Context: an optimization exercise on an open-source flow, tuned for small area. The choices shown serve that exercise and are no tape-out recipe.
RTL that was checked went through simulation tests only; none was proved equivalent to the original.
No functional check of the RTL was part of runs 1 and 3.

==> flow/design.v (outline; a module is shown in full before it is edited, if it fits) <==
// module goertzel_res: 815 lines
// module dtmf_td: 217 lines
module dtmf_td (
    input  wire        clk,
    input  wire        rst,
    input  wire        s_valid,
    output wire        s_ready,
    input  wire [15:0] s_data,
    input  wire        s_last,
    input  wire [31:0] s_now,
    input  wire [63:0] cfg_thr,
    input  wire [31:0] cfg_min_hold,
    output wire        res_valid,
    output wire        res_hit,
    output wire [3:0]  res_digit,
    output reg  [63:0] res_best,
    output wire        evt_valid,
    output wire [31:0] evt_duration,
    output wire [31:0] evt_timestamp
);
  // ...
==> flow/flow/run.sh <==
#!/bin/bash
# The standard layout, with changes to how it is made:
#  - ports are buffered with the smallest buffer (sky130_fd_sc_hd__buf_1);
#  - clock tree synthesis uses sky130_fd_sc_hd__clkbuf_4 and inserts no dummy loads.
set -euo pipefail
export BUFFER_PORTS_ARGS="-buffer_cell sky130_fd_sc_hd__buf_1"
export CTS_ARGS="-sink_clustering_enable -repair_clock_nets -dont_use_dummy_load -buf_list sky130_fd_sc_hd__clkbuf_4"
bash standard.sh > standard.log 2>&1
==> flow/standard.sh <==
#!/bin/bash
# synth_recipe.tcl (not shown) runs the flow's synth.tcl, then flattens the netlist and writes it again
# the make line also repeats each setting of config.mk as NAME=value (left out here)
make -C /OpenROAD-flow-scripts/flow DESIGN_CONFIG=/design/flow/config.mk WORK_HOME=/design/flow/orfs CLKGATE_MAP_FILE= SYNTH_SCRIPT=/design/flow/synth_recipe.tcl "${@:-finish}"
==> flow/config.mk <==
export PLATFORM = sky130hd
export DESIGN_NAME = dtmf_td
export DESIGN_NICKNAME = dtmf_td
export VERILOG_FILES = /design/flow/design.v
export SDC_FILE = /design/flow/constraint.sdc
export NUM_CORES = 4
export LEC_CHECK = 0
export CAP_MARGIN = 20
export CORE_MARGIN = 2
export CORE_UTILIZATION = 40
export SLEW_MARGIN = 20
==> flow/constraint.sdc <==
create_clock -name core_clock -period 25.0 [get_ports {clk}]
set_input_delay 5.0000 -clock core_clock [delete_from_list [all_inputs] [get_ports {clk}]]
set_output_delay 5.0000 -clock core_clock [all_outputs]
set_load 0.01 [all_outputs]
==> impl_metrics.yaml, run 1 <==
routing:
  top_layer: "met4"
  drt-met1-wl_um: 38720
  via_count: 23100
  first_pass_iters: 6
global_route:
  grt_pass1_wl_um: 139300
  grt_max_degree: 71
synthesis:
  synth_top_family_by_area: "adder cells"
  synthDistinctLibCells: 86
  synth_fa_ha_area_share_pct: 24.25
floorplanning:
  start_util_pct: 40.19
  num_tap_cells: 978
  die_y_um: 279.6
timing:
  setup_viol: 0
  fin_crit_sh_pct: 78.16
  setup_tns_ns: 0
  worstMarginPinSlew_ns: 1.046
clock_tree:
  h-tree-depth: 3
  cts_buffers: 120
  clockBufferDepth: 3
  cts_hold_buf: 0
hold_path:
  whs_path_depth: 0
  hp-start: "ring[220]"
outcome:
  status: "no timing/DRC/antenna violations"
final_layout:
  nets: 3772
  utilization_pct: 44.67
  multi_input_gates: 1895
  multi_input_area_sq_um: 17080
  diodes: 5
setup_path:
  cp.required_ns: 20.00
  end_kind: "output port"
  r2r_end: "ring[363]"
  critPathKind: "flip-flop to output port"
  start_kind: "flip-flop"
==> module dtmf_td, before the edit <==
module dtmf_td (
    input  wire        clk,
    input  wire        rst,
    input  wire        s_valid,
    output wire        s_ready,
    input  wire [15:0] s_data,
    input  wire        s_last,
    input  wire [31:0] s_now,
    input  wire [63:0] cfg_thr,
    input  wire [31:0] cfg_min_hold,
    output wire        res_valid,
    output wire        res_hit,
    output wire [3:0]  res_digit,
    output reg  [63:0] res_best,
    output wire        evt_valid,
    output wire [31:0] evt_duration,
    output wire [31:0] evt_timestamp
);
    localparam [1:0] S_RUN = 2'd0, S_POST = 2'd1, S_MUL = 2'd2, S_DONE = 2'd3;
    reg  [1:0]   state;
    reg  [2:0]   cnt;      
    reg  [2:0]   ph;       
    reg          first;    
    reg  [363:0] ring;     
    reg  [31:0]  now_r;
    reg  [3:0]   mkl;      
    reg  [2:0]   mkh;      
    wire run  = (state == S_RUN);
    wire post = (state == S_POST);
    wire mul  = (state == S_MUL);
    wire done = (state == S_DONE);
    wire en   = run & s_valid;
    assign s_ready = run & (cnt == 3'd6);
    wire take = s_valid & s_ready;
    reg [15:0] coef;
    always @(*) begin
        case (ph)
            3'd0: coef = 16'd27980;
            3'd1: coef = 16'd26956;
            3'd2: coef = 16'd25701;
            3'd3: coef = 16'd24219;
            3'd4: coef = 16'd19073;
            3'd5: coef = 16'd16325;
            default: coef = 16'd13085;
        endcase
    end
    wire [51:0] head = ring[51:0];
    wire [51:0] tail = ring[363:312];
    wire r1 = post & (cnt == 3'd1);
    wire r2 = post & (cnt == 3'd2);
    wire r3 = post & (cnt == 3'd3);
    wire r4 = post & (cnt == 3'd4);
    wire hold_tail = (post & (cnt == 3'd5)) | mul | done;
    wire        live = en & ~first;            
    wire [25:0] q1_in = head[51:26] & {26{~first}};
    reg  [15:0] ma;
    reg  [25:0] mb;
    reg  [32:0] z1;
    wire [39:0] z2 = {~head[25:0] & {26{live}}, 14'd0};
    wire [39:0] mr;
    goertzel_res mac (.a(ma), .negm(r1), .b(mb), .z1(z1), .z2(z2), .c14(live), .r(mr));
    wire [17:0] v_f = {head[35:26], head[9:2]};
    always @(*) begin
        if (r2)       ma = head[25:10];                              
        else if (r3)  ma = head[51:36];                              
        else          ma = coef;
        if (r1 | r3)  mb = {{10{head[51]}}, head[51:36]};            
        else if (r2)  mb = {{8{v_f[17]}}, v_f};                      
        else          mb = q1_in;
        if (r1)       z1 = {{3{head[25]}}, head[25:10], 14'h3fff};  
        else if (r3)  z1 = head[34:2];              
        else if (r2)  z1 = 33'd0;
        else          z1 = {{3{s_data[15]}}, s_data, 14'd0};        
    end
    wire [31:0] pw   = head[33:2];                 
    wire [31:0] tpw  = tail[33:2];                 
    wire        tinit = r4 & ((ph == 3'd4) | (ph == 3'd0));
    wire [32:0] gch;
    assign gch[0] = 1'b0;
    genvar gi;
    generate for (gi = 0; gi < 32; gi = gi + 1) begin : g_gt
        assign gch[gi+1] = (pw[gi] & ~tpw[gi]) | (pw[gi] & gch[gi]) | (~tpw[gi] & gch[gi]);
    end endgenerate
    wire gt = gch[32];
    wire eq = &(pw ~^ tpw);
    wire [33:0] s_or_p = {mr[33:32] & {2{~r3}}, mr[31:0] & {32{~(r3 & mr[33])}}};
    reg [51:0] nhead;
    always @(*) begin
        if (r1)                     nhead = {head[51:36], mr[31:22], head[25:10], mr[21:14], head[1:0]};
        else if (r2 | r3)           nhead = {head[51:36], s_or_p, head[1:0]};
        else if (r4)                nhead = (tinit | gt) ? head : tail;
        else if (hold_tail)         nhead = tail;
        else if (en)                nhead = {mr[39:14], q1_in};
        else                        nhead = head;
    end
    wire [31:0] madd = res_best[0] ? tpw : 32'd0;
    wire [32:0] mch;
    wire [32:0] msum;
    assign mch[0] = 1'b0;
    generate for (gi = 0; gi < 32; gi = gi + 1) begin : g_msum
        assign msum[gi]  = res_best[32+gi] ^ madd[gi] ^ mch[gi];
        assign mch[gi+1] = (res_best[32+gi] & madd[gi]) | (res_best[32+gi] & mch[gi]) | (madd[gi] & mch[gi]);
    end endgenerate
    assign msum[32] = mch[32];
    reg [3:0] bd;
    always @(*) begin
        if      (mkl[3] & mkh[1]) bd = 4'd0;
        else if (mkl[0] & mkh[0]) bd = 4'd1;
        else if (mkl[0] & mkh[1]) bd = 4'd2;
        else if (mkl[0] & mkh[2]) bd = 4'd3;
        else if (mkl[1] & mkh[0]) bd = 4'd4;
        else if (mkl[1] & mkh[1]) bd = 4'd5;
        else if (mkl[1] & mkh[2]) bd = 4'd6;
        else if (mkl[2] & mkh[0]) bd = 4'd7;
        else if (mkl[2] & mkh[1]) bd = 4'd8;
        else if (mkl[2] & mkh[2]) bd = 4'd9;
        else if (mkl[3] & mkh[0]) bd = 4'd10;
        else                      bd = 4'd11;
    end
    reg         cand_valid;
    reg  [3:0]  cand;
    reg  [31:0] cand_start;
    reg         reported;
    wire [64:0] hch;
    assign hch[0] = 1'b0;
    generate for (gi = 0; gi < 64; gi = gi + 1) begin : g_hit
        assign hch[gi+1] = (res_best[gi] & ~cfg_thr[gi]) | (res_best[gi] & hch[gi]) | (~cfg_thr[gi] & hch[gi]);
    end endgenerate
    wire hit = hch[64];
    wire [32:0] dch;
    wire [31:0] diff;
    assign dch[0] = 1'b1;
    generate for (gi = 0; gi < 32; gi = gi + 1) begin : g_diff
        assign diff[gi]  = now_r[gi] ^ ~cand_start[gi] ^ dch[gi];
        assign dch[gi+1] = (now_r[gi] & ~cand_start[gi]) | (now_r[gi] & dch[gi]) | (~cand_start[gi] & dch[gi]);
    end endgenerate
    wire [32:0] kch;
    assign kch[0] = 1'b1;
    generate for (gi = 0; gi < 32; gi = gi + 1) begin : g_hold
        assign kch[gi+1] = (diff[gi] & ~cfg_min_hold[gi]) | (diff[gi] & kch[gi]) | (~cfg_min_hold[gi] & kch[gi]);
    end endgenerate
    wire hold_ok = dch[32] & kch[32];
    assign res_valid     = done;
    assign res_hit       = hit;
    assign res_digit     = bd;
    assign evt_valid     = done & hit & cand_valid & (cand == bd) & hold_ok & ~reported;
    assign evt_duration  = diff;
    assign evt_timestamp = now_r;
    always @(posedge clk) begin
        ring <= {nhead, ring[363:52]};
        ph   <= (ph == 3'd6) ? 3'd0 : ph + 3'd1;
        if (take) begin
            first <= s_last;
            now_r <= s_now;
        end
        if (mul)
            res_best <= {msum, res_best[31:1]};
        else
            res_best <= {32'd0, pw};
        if (r4) begin
            if (ph >= 3'd4) begin
                if (tinit)   mkh <= 3'b001;
                else if (gt) mkh <= 3'd1 << (ph - 3'd4);
                else if (eq) mkh <= mkh | (3'd1 << (ph - 3'd4));
            end else begin
                if (tinit)   mkl <= 4'b0001;
                else if (gt) mkl <= 4'd1 << ph;
                else if (eq) mkl <= mkl | (4'd1 << ph);
            end
        end
        case (state)
            S_RUN: begin
                if (en)
                    cnt <= (cnt == 3'd6) ? 3'd0 : cnt + 3'd1;
                if (take & s_last)
                    state <= S_POST;
            end
            S_POST: begin
                if (ph == 3'd3 && cnt != 3'd5)
                    cnt <= cnt + 3'd1;
                if (cnt == 3'd5 && ph == 3'd6) begin
                    state <= S_MUL;
                    cnt   <= 3'd0;
                end
            end
            S_MUL: begin
                if (ph == 3'd6)
                    cnt <= cnt + 3'd1;
                if (cnt == 3'd4 && ph == 3'd3) begin
                    state <= S_DONE;
                    cnt   <= 3'd0;
                end
            end
            S_DONE: begin
                state <= S_RUN;
                if (!hit) begin
                    cand_valid <= 1'b0;
                    reported   <= 1'b0;
                end else if (!cand_valid || cand != bd) begin
                    cand_valid <= 1'b1;
                    cand       <= bd;
                    cand_start <= now_r;
                    reported   <= 1'b0;
                end else if (hold_ok && !reported)
                    reported <= 1'b1;
            end
        endcase
        if (rst) begin
            state      <= S_RUN;
            cnt        <= 3'd0;
            ph         <= 3'd0;
            first      <= 1'b1;
            cand_valid <= 1'b0;
            reported   <= 1'b0;
        end
    end
endmodule
==> run 2: changes to the inputs <==
--- a/flow/design.v
+++ b/flow/design.v
@@ -868,6 +868,7 @@
     wire hold_tail = (post & (cnt == 3'd5)) | mul | done;
     wire        live = en & ~first;            
     wire [25:0] q1_in = head[51:26] & {26{~first}};
+    wire        zc    = en & first;            
     reg  [15:0] ma;
     reg  [25:0] mb;
     reg  [32:0] z1;
@@ -878,10 +879,10 @@
     always @(*) begin
         if (r2)       ma = head[25:10];                              
         else if (r3)  ma = head[51:36];                              
-        else          ma = coef;
+        else          ma = coef & {16{~zc}};
         if (r1 | r3)  mb = {{10{head[51]}}, head[51:36]};            
         else if (r2)  mb = {{8{v_f[17]}}, v_f};                      
-        else          mb = q1_in;
+        else          mb = head[51:26];
         if (r1)       z1 = {{3{head[25]}}, head[25:10], 14'h3fff};  
         else if (r3)  z1 = head[34:2];              
         else if (r2)  z1 = 33'd0;
==> impl_metrics.yaml, run 2 <==
setup_path:
  worst_path_most_repeated_cell: "fa_1"
  path_delay_family: "adder cells"
  critPathArrivalTime_ns: 15.30
  crit_fanout: 4
  cp_slowest_stage_delay_ns: 0.56
  start_kind: "flip-flop"
  cpMaxStageDelayCell: "fa_1"
  cp.required_ns: 20.00
  path_buf_inv: 3
  critPathKind: "flip-flop to output port"
  end_kind: "output port"
clock_tree:
  cts_setup_buffers: 0
  cts_tree: "built"
  ctsResizeCount: 0
  clockBufferDepth: 3
  cts_buffers: 117
  cts_root_buffer: "clkbuf_4"
  cts.sinks: 514
  cts_hold_buf: 0
  clk_pin_slew_ns: 0.06
  clk_latency_ns: 0.82
  h-tree-depth: 3
final_layout:
  largest_reg_flops: 364
  drive_gt1_share_pct: 8.449
  layout_commonest_cell: "dfxtp_1"
  final_cell_mix: "387 x dfxtp_1, 340 x inv_1, 299 x fa_1"
  syn_to_final_growth_pct: 11.09
  fill_cells: 7193
  top_register: "ring"
  nets: 3787
  reg.largest.list: "ring: 364 flops, res_best: 64 flops"
floorplanning:
  start_util_pct: 40.56
  coreArea_sq_um: 74700
  die_w_um: 279.2
  std_cell_rows: 100
  die-area_sq_um: 77960
  die_y_um: 279.2
  top_level_ports: 284
placed_design:
  routabilityCongestion: 0.9510
  dpl_worst_slack_ns: 4.087
  hpwl_um: 71360
  portBuffers: 283
global_route:
  grt_pass1_wl_um: 143900
  grt_pass1_vias: 22930
  track_usage_pct: 24.62
  antenna_found_initial: 5
  overflow: 0
  grt_max_degree: 73
synthesis:
  synth_top_area_share_pct: 25.57
  synth.largest_area_cell: "dfxtp_1"
  synth-edff-count: 127
  synth_nets: 3460
  yosysSeqAreaShare_pct: 38.16
  async_flop_share_pct: 0
  ys_ff_latch: 514
  yosysWarnings: 1
  synth.most_common_cell: "dfxtp_1"
  synth_area_leaders: "dfxtp_1 26%, fa_1 20%, edfxtp_1 13%"
  synthDistinctLibCells: 75
  postSynthCellCount: 2930
  avgSynthCellArea_sq_um: 10.34
  synthTopCellsByCount: "387 x dfxtp_1, 340 x inv_1, 299 x fa_1, 235 x nand2_1, 193 x xnor2_1"
  syn-cell-area_sq_um: 30300
  yosys_most_used_dff: "dfxtp_1"
timing:
  setup_tns_ns: 0
  fin_crit_ns: 20.30
  fin_crit_sh_pct: 81.21
  fmax_mhz: 49.26
  worstMarginPinSlew_ns: 1.154
  timing.final.hold_violations: 0
  relSlewSlack_pct: 23.05
  fin_skew_ns: 0.1162
  rsz0062_at_grt: "no"
  slew_viol_final: 0
  fin_ws_ns: 4.698
  setup_viol: 0
routing:
  drc_errors: 0
  ant_nets: 0
  wl_per_cell_um: 22.84
  vias_per_cell: 5.541
  drt_iter0_drc: 2293
  first_pass_iters: 5
  drt_wl_total_um: 96540
  via_count: 23420
outcome:
  status: "no timing/DRC/antenna violations"
hold_path:
  hold_class: "flip-flop to flip-flop"
run:
  maxCapViolations: 0
run 2: cell types whose count changed in the layout (fill, tap and decap cells not counted), sizes merged, moves of 15 or more:
cell    previous run  this run
nor2             121       103
o221ai            20         5
xor2              87        31
xnor2            149       193
a22o               1        19
o21ai            128       102
nand2            122       235
o21a              21         2
a221oi             5        33
and3              37         8
o22ai            170        20
a22oi              7       167
a31oi             11        27
run 2: area by class of cell:
type	count	area [sq um]	share of cell area (%)
flip-flops and latches	514	11560	34.35
diodes	2	5.005	0.01487
repair buffers	368	1700	5.052
well taps	969	1212	3.602
clock buffers	117	878.3	2.610
multi-input cells	1913	17010	50.55
inverters	343	1287	3.825
run 2: cell families after synthesis:
kind of cell	count (synthesis)	share of synthesized area, %
buffers and inverters	503	6.322
AO/OA/AOI/OAI	620	13.69
XOR/XNOR	224	6.475
AND/OR/NAND/NOR	623	9.915
multiplexers	35	1.288
adder cells (fa/ha/maj)	411	24.15
flip-flops	514	38.16
run 2: per-stage QoR:
step	instance area [sq um]	std cells	utilization (%)	hold slack [ns]
2_1_floorplan	30300	2930	-	0.3096
3_3_place_gp	32760	4106	43.86	0.3096
3_5_place_dp	32770	4106	43.87	0.3121
4_1_cts	33650	4223	45.04	0.2389
5_1_grt	33660	4226	45.06	0.2400
6_report	33660	4226	45.06	0.2508
run 2: worst paths after layout:
check	startpoint	to	slack, ns	depth (start not counted)
worst max-delay path	now_r[0]	evt_valid	4.70	40
worst min-delay path	ring[146]	ring[94]	0.25	0
worst max register to register	state[1]	ring[363]	8.04	63
worst min register to register	ring[146]	ring[94]	0.25	0
run 2: per-layer routing:
metal | vias to the layer above | track usage (%) | routed length (um)
li1 | 10510 | - | -
met1 | 11550 | 33.38 | 40440
met2 | 1175 | 38.77 | 44220
met3 | 177 | 4.912 | 8705
met4 | 2 | 9.581 | 3166
met5 | - | 0 | 15
run 2: worst register-to-register path: cells and delay by family, from the launching register on:
kind / cells / cell delay [ns]
fa+ha+maj: 39 / 11.78
simple gates: 4 / 1.63
compound gates: 4 / 0.98
buf+inv: 10 / 0.97
xor+xnor: 6 / 0.94
flops: 1 / 0.33
==> run 3: changes to the inputs <==
--- a/flow/design.v
+++ b/flow/design.v
@@ -868,7 +868,6 @@
     wire hold_tail = (post & (cnt == 3'd5)) | mul | done;
     wire        live = en & ~first;            
     wire [25:0] q1_in = head[51:26] & {26{~first}};
-    wire        zc    = en & first;            
     reg  [15:0] ma;
     reg  [25:0] mb;
     reg  [32:0] z1;
@@ -879,10 +878,10 @@
     always @(*) begin
         if (r2)       ma = head[25:10];                              
         else if (r3)  ma = head[51:36];                              
-        else          ma = coef & {16{~zc}};
+        else          ma = coef;
         if (r1 | r3)  mb = {{10{head[51]}}, head[51:36]};            
         else if (r2)  mb = {{8{v_f[17]}}, v_f};                      
-        else          mb = head[51:26];
+        else          mb = q1_in;
         if (r1)       z1 = {{3{head[25]}}, head[25:10], 14'h3fff};  
         else if (r3)  z1 = head[34:2];              
         else if (r2)  z1 = 33'd0;
==> flow/flow/run.sh (replaced) <==
#!/bin/bash
# The standard layout, with changes to how it is made:
#  - ports are buffered with the smallest buffer (sky130_fd_sc_hd__buf_1);
#  - clock tree synthesis uses sky130_fd_sc_hd__clkbuf_4 and inserts no dummy loads.
set -euo pipefail
export BUFFER_PORTS_ARGS="-buffer_cell sky130_fd_sc_hd__buf_1"
export CTS_ARGS="-sink_clustering_enable -repair_clock_nets -dont_use_dummy_load -buf_list sky130_fd_sc_hd__clkbuf_8 -sink_clustering_size 16 -sink_clustering_max_diameter 60"
bash standard.sh > standard.log 2>&1
==> impl_metrics.yaml, run 3 <==
setup_path:
  cpMaxStageDelayCell: "fa_1"
  worst_path_most_repeated_cell: "fa_1"
  end_kind: "output port"
  r2r_end: "ring[363]"
  critPathKind: "flip-flop to output port"
  cp.required_ns: 20.00
  start_kind: "flip-flop"
  regToRegSetupSlack_ns: 7.98
  crit_fanout: 3
  timing.rr.start: "state[1]"
  critPathArrivalTime_ns: 14.35
  cp_slowest_stage_delay_ns: 0.54
  r2r_cells: 65
synthesis:
  ys_ff_latch: 514
  yosys_most_used_dff: "dfxtp_1"
  synth.most_common_cell: "dfxtp_1"
  synth_top_area_share_pct: 25.51
  synthDistinctLibCells: 86
  synth-edff-count: 127
  syn-cell-area_sq_um: 30370
  postSynthCellCount: 2921
  synth.largest_area_cell: "dfxtp_1"
  synth_nets: 3451
  async_flop_share_pct: 0
  synth_area_leaders: "dfxtp_1 26%, fa_1 20%, edfxtp_1 13%"
  yosysWarnings: 1
  synthTopCellsByCount: "387 x dfxtp_1, 344 x inv_1, 299 x fa_1, 170 x o22ai_1, 165 x a21oi_1"
  yosysSeqAreaShare_pct: 38.06
  avgSynthCellArea_sq_um: 10.40
timing:
  slew_viol_final: 0
  setup_viol: 0
  whs_ns: 0.2853
  relSlewSlack_pct: 28.27
  fin_skew_ns: 0.05881
  timing.final.hold_violations: 0
  fin_crit_sh_pct: 77.41
  worstMarginPinSlew_ns: 1.069
  rsz0062_at_grt: "no"
  fin_crit_ns: 19.35
  setup_tns_ns: 0
  fmax_mhz: 51.68
routing:
  drt_iter0_drc: 2076
  via_count: 22690
  vias_per_cell: 5.480
  drt_wl_total_um: 92620
  ant_nets: 0
  drc_errors: 0
  first_pass_iters: 6
  wl_per_cell_um: 22.37
final_layout:
  layout_commonest_cell: "dfxtp_1"
  drive_gt1_share_pct: 6.928
  fill_cells: 7227
  reg.largest.list: "ring: 364 flops, res_best: 64 flops"
  top_register: "ring"
  final_cell_mix: "387 x dfxtp_1, 344 x inv_1, 299 x fa_1"
  largest_reg_flops: 364
  syn_to_final_growth_pct: 10.01
  nets: 3693
global_route:
  track_usage_pct: 23.40
  grt_pass1_wl_um: 138200
  overflow: 0
  grt_pass1_vias: 22150
  grt_max_degree: 71
  antenna_found_initial: 1
placed_design:
  portBuffers: 283
  routabilityCongestion: 0.9096
  hpwl_um: 66420
clock_tree:
  ctsResizeCount: 0
  clk_pin_slew_ns: 0.10
  cts_setup_buffers: 0
  cts_tree: "built"
  cts_root_buffer: "clkbuf_8"
  cts_buffers: 41
  clk_latency_ns: 0.63
  h-tree-depth: 2
  clockBufferDepth: 3
  cts_hold_buf: 0
  cts.sinks: 514
outcome:
  status: "no timing/DRC/antenna violations"
floorplanning:
  die_w_um: 279.6
  die_y_um: 279.6
  std_cell_rows: 101
  coreArea_sq_um: 75570
  top_level_ports: 284
  die-area_sq_um: 78150
  start_util_pct: 40.19
hold_path:
  hp-start: "ring[52]"
  whs_path_depth: 0
  min_to: "ring[0]"
  hold_class: "flip-flop to flip-flop"
run:
  maxCapViolations: 0
-- run 3: cell types whose count changed in the layout (fill, tap and decap cells not counted), sizes merged, moves of 15 or more --
| cell | change |
|---|---|
| a221oi | -28 |
| a22o | -18 |
| a22oi | -160 |
| a31oi | -16 |
| and3 | +29 |
| clkbuf | -77 |
| nand2 | -113 |
| nor2 | +18 |
| o21a | +19 |
| o21ai | +26 |
| o221ai | +15 |
| o22ai | +150 |
| xnor2 | -44 |
| xor2 | +56 |
-- run 3: metrics by stage --
stage	util, %	std cells	worst slack (ns)	instance area (sq um)
after global placement	43.46	4098	6.456	32840
final	44.21	4140	5.648	33410
after detailed placement	43.46	4098	6.337	32840
after global routing	44.21	4140	5.103	33410
after CTS	44.20	4139	5.588	33400
after floorplan	-	2921	6.696	30370
-- run 3: layout make-up --
cell class,instances,area (sq um),share of cell area [%]
repair buffers,367,1693,5.066
inverters,344,1291,3.864
flip-flops and latches,514,11560,34.60
clock buffers,41,564.3,1.689
diodes,1,2.502,0.007489
multi-input cells,1895,17080,51.11
well taps,978,1224,3.662
-- run 3: how the worst max path moves through the flow --
stage                         from        end  slack, ns
after floorplan           now_r[0]  evt_valid       6.70
after global placement    now_r[0]  evt_valid       6.46
after detailed placement  now_r[0]  evt_valid       6.34
after CTS                 now_r[0]  evt_valid       5.59
after global routing      now_r[0]  evt_valid       5.10
final                     now_r[0]  evt_valid       5.65
-- run 3: kinds of logic after synthesis --
logic type               Yosys count  share of synthesized area [%]
AO/OA/AOI/OAI                    636                          13.15
AND/OR/NAND/NOR                  559                          9.388
flip-flops                       514                          38.06
buffers and inverters            512                          6.488
adder cells (fa/ha/maj)          416                          24.25
XOR/XNOR                         236                          6.904
multiplexers                      48                          1.755
-- run 3: metal layers --
layer | share of wire, % | vias up | global-route usage, % | wire length (um)
met5 | 0 | - | 0 | 0
met4 | 4.1 | 0 | 9.818 | 3840
met3 | 8.9 | 214 | 4.254 | 8220
met2 | 45 | 1118 | 37.02 | 41900
met1 | 42 | 11110 | 31.62 | 38660
li1 | - | 10250 | - | -
-- run 3: critical path: cells and delay by family, from the launching register on --
kind | cells | cell delay [ns]
adders and majority gates | 32 | 12.42
buffers and inverters | 4 | 0.37
and+or+nand+nor | 2 | 0.34
DFF | 1 | 0.43
AOI/OAI and AO/OA | 1 | 0.17

## what the ideal ports hide
The results above use ideal ports. As a check the final layouts listed here were re-extracted and re-timed, cells and wires unchanged.
Step 1: set_driving_cell puts a clkbuf_16 on clk and a buf_2 on each other input, an assumption about the parent block.
Step 2 also shifts input and output timing later by t, the mid clock arrival at the registers, as if the neighbouring blocks saw the same clock.
a / b / c = ideal / step 1 / step 2; a / b = the first two.
run	shift t [ns]	setup WS [ns]	hold WS [ns]	worst setup path after step 2	slew at the worst register clock pin (ns)
run 1	0.886	5.459 / 5.396 / 6.282	0.272 / 0.272 / 0.272	register to output	0.08 / 0.08
run 2	0.818	4.698 / 4.642 / 3.974	0.251 / 0.251 / 0.251	input to register	0.07 / 0.07
run 3	0.664	5.648 / 5.585 / 6.249	0.285 / 0.285 / 0.285	register to output	0.11 / 0.11
After both steps every run listed still meets setup and hold. The setup slack of run 2, which loses most, moves by -0.056 ns with the drivers and by -0.724 ns with both steps.
